From an optimization exercise on the open Yosys and OpenROAD flow, aimed at small area and a short achievable clock period; shortcuts taken in it are not production practice. At most, simulation tests tie the RTL to the original design; equivalence was not proved.

## run a
==> module rqp_colq, before the edit <==
module rqp_colq (
    input  wire         clk,
    input  wire         rst,         
    input  wire         seed_load,   
    input  wire [7:0]   seed,        
    input  wire         in_valid,
    input  wire [127:0] in_data,     
    input  wire [3:0]   in_bits,     
    input  wire         in_prob,     
    input  wire [31:0]  in_mult,
    output reg          out_valid,
    output reg  [127:0] out_data,
    output reg  [31:0]  out_sum
);
    reg         v0;
    reg [127:0] d0;
    reg [3:0]   b0;
    reg         p0;
    reg [31:0]  m0;
    reg         sl0;
    reg [7:0]   sd0;
    always @(posedge clk) begin
        if (rst)
            v0 <= 1'b0;
        else
            v0 <= in_valid;
        d0  <= in_data;
        b0  <= in_bits;
        p0  <= in_prob;
        m0  <= in_mult;
        sl0 <= seed_load;     
        sd0 <= seed;
    end
    reg rst0;
    always @(posedge clk) rst0 <= rst;
    wire         draw = v0 & p0 & ~b0[3];
    wire [127:0] lanes;
    rqp_vprng u_prng (
        .clk   (clk),
        .rst   (rst0),
        .load  (sl0),
        .seed  (sd0),
        .step  (draw),
        .lanes (lanes)
    );
    wire [7:0] mask = b0[3] ? 8'hFF : ((8'd1 << b0[2:0]) - 8'd1);
    wire [127:0] q;
    genvar g;
    generate
        for (g = 0; g < 16; g = g + 1) begin : lane
            wire [7:0] c = p0 ? lanes[8*g +: 8] : 8'd128;
            rqp_rq_lane u_lane (
                .s    (d0[8*g +: 8]),
                .rot  (b0[2:0]),
                .m    (mask),
                .c    (c),
                .r    (q[8*g +: 8])
            );
        end
    endgenerate
    reg         v1;
    reg [127:0] q1;
    reg [31:0]  m1;
    always @(posedge clk) begin
        if (rst)
            v1 <= 1'b0;
        else
            v1 <= v0;
        q1 <= q;
        m1 <= m0;
    end
    reg [11:0] colsum;
    integer i;
    always @(*) begin
        colsum = 12'd0;
        for (i = 0; i < 16; i = i + 1)
            colsum = colsum + {4'd0, q1[8*i +: 8]};
    end
    reg         v2;
    reg [127:0] q2;
    reg [31:0]  m2;
    reg [31:0]  m32;
    reg [11:0]  s2;
    always @(posedge clk) begin
        if (rst)
            v2 <= 1'b0;
        else
            v2 <= v1;
        q2  <= q1;
        m2  <= m1;
        m32 <= m1 + {m1[30:0], 1'b0};    
        s2  <= colsum;
    end
    wire [14:0] x = {3'b000, s2};
    reg  [31:0] row [0:4];
    reg  [3:0]  neg;
    reg  [31:0] sel;
    reg  [2:0]  a;
    reg         e, n;
    integer j;
    always @(*) begin
        for (j = 0; j < 5; j = j + 1) begin
            e = (j == 0) ? 1'b0 : x[3*j-1];
            n = x[3*j+2];
            a = {x[3*j+2], x[3*j+1], x[3*j]} ^ {3{n}};
            e = e ^ n;
            case ({a[1], a[0], e})
                3'b001, 3'b010: sel = m2;
                3'b011, 3'b100: sel = {m2[30:0], 1'b0};
                3'b101, 3'b110: sel = m32;
                3'b111:         sel = {m2[29:0], 2'b00};
                default:        sel = 32'd0;
            endcase
            row[j] = (sel ^ {32{n}}) << (3*j);
            if (j < 4) neg[j] = n;
        end
    end
    wire [31:0] negs = {20'd0, neg[3], 2'b00, neg[2], 2'b00, neg[1], 2'b00, neg[0]};
    always @(posedge clk) begin
        if (rst)
            out_valid <= 1'b0;
        else
            out_valid <= v2;
        out_data <= q2;
        out_sum  <= row[0] + row[1] + row[2] + row[3] + row[4] + negs;
    end
endmodule
Settings: LEC_CHECK=0, CAP_MARGIN=20, CORE_MARGIN=2, CORE_UTILIZATION=40, SLEW_MARGIN=20; clock period 22.0 ns.
run.sh (not shown) runs the stock make flow with config.mk's settings and CLKGATE_MAP_FILE= SYNTH_SCRIPT=/design/flow/synth_recipe.tcl, a recipe that flattens the netlist after the stock synthesis.
#### Input delta (run b over run a)
--- a/flow/design.v
+++ b/flow/design.v
@@ -124,15 +124,13 @@
         m0  <= in_mult;
         sl0 <= seed_load;     
         sd0 <= seed;
     end
-    reg rst0;
-    always @(posedge clk) rst0 <= rst;
     wire         draw = v0 & p0 & ~b0[3];
     wire [127:0] lanes;
     rqp_vprng u_prng (
         .clk   (clk),
-        .rst   (rst0),
+        .rst   (rst),
         .load  (sl0),
         .seed  (sd0),
         .step  (draw),
         .lanes (lanes)
@@ -172,50 +170,23 @@
     end
     reg         v2;
     reg [127:0] q2;
     reg [31:0]  m2;
-    reg [31:0]  m32;
     reg [11:0]  s2;
     always @(posedge clk) begin
         if (rst)
             v2 <= 1'b0;
         else
             v2 <= v1;
-        q2  <= q1;
-        m2  <= m1;
-        m32 <= m1 + {m1[30:0], 1'b0};    
-        s2  <= colsum;
+        q2 <= q1;
+        m2 <= m1;
+        s2 <= colsum;
     end
-    wire [14:0] x = {3'b000, s2};
-    reg  [31:0] row [0:4];
-    reg  [3:0]  neg;
-    reg  [31:0] sel;
-    reg  [2:0]  a;
-    reg         e, n;
-    integer j;
-    always @(*) begin
-        for (j = 0; j < 5; j = j + 1) begin
-            e = (j == 0) ? 1'b0 : x[3*j-1];
-            n = x[3*j+2];
-            a = {x[3*j+2], x[3*j+1], x[3*j]} ^ {3{n}};
-            e = e ^ n;
-            case ({a[1], a[0], e})
-                3'b001, 3'b010: sel = m2;
-                3'b011, 3'b100: sel = {m2[30:0], 1'b0};
-                3'b101, 3'b110: sel = m32;
-                3'b111:         sel = {m2[29:0], 2'b00};
-                default:        sel = 32'd0;
-            endcase
-            row[j] = (sel ^ {32{n}}) << (3*j);
-            if (j < 4) neg[j] = n;
-        end
-    end
-    wire [31:0] negs = {20'd0, neg[3], 2'b00, neg[2], 2'b00, neg[1], 2'b00, neg[0]};
     always @(posedge clk) begin
         if (rst)
             out_valid <= 1'b0;
         else
             out_valid <= v2;
         out_data <= q2;
-        out_sum  <= row[0] + row[1] + row[2] + row[3] + row[4] + negs;
+        out_sum  <= m2 * {20'd0, s2};
     end
 endmodule
Findings:
Every stage of the flow completed for run b, and the final layout passed the timing, DRC and antenna checks. On synthesized cell count: between run a and run b, it ends up lower for run a. Relative to run a, first-pass GRT wire length has gone down in run b. Between run a and run b, the relative slew slack is lower for run a. Worst path setup slack after routing: run b better than run a. Flip-flop and latch count, run a and run b, higher one = run a.
The RTL of run a was laid out without a check of its function.

port drivers added, routing unchanged:
How much do the figures lean on ideal ports? The routed layouts below were timed once more, with nothing changed but the port constraints.
Step 1 (the two cells are an assumption about what drives the block):
set clk [get_ports {clk}]
set_driving_cell -lib_cell sky130_fd_sc_hd__clkbuf_16 $clk
set_driving_cell -lib_cell sky130_fd_sc_hd__buf_2 [delete_from_list [all_inputs] $clk]
Step 2 also shifts input and output timing later by t, the mid clock arrival at the registers, as if the neighbouring blocks saw the same clock.
Three values: ideal ports, drivers, drivers and shift; two values: the first two.
| run | shift t [ns] | setup slack, ns | worst setup path after step 2 | pins driven straight from the clock port |
|---|---|---|---|---|
| run a | 0.756 | 14.962 / 14.962 / 14.962 | register to register | 1 |
| run b | 0.738 | 14.973 / 15.021 / 14.283 | input to register | 1 |
After both steps every run listed still meets setup and hold. The setup slack of run b, which loses most, moves by +0.048 ns with the drivers and by -0.690 ns with both steps.
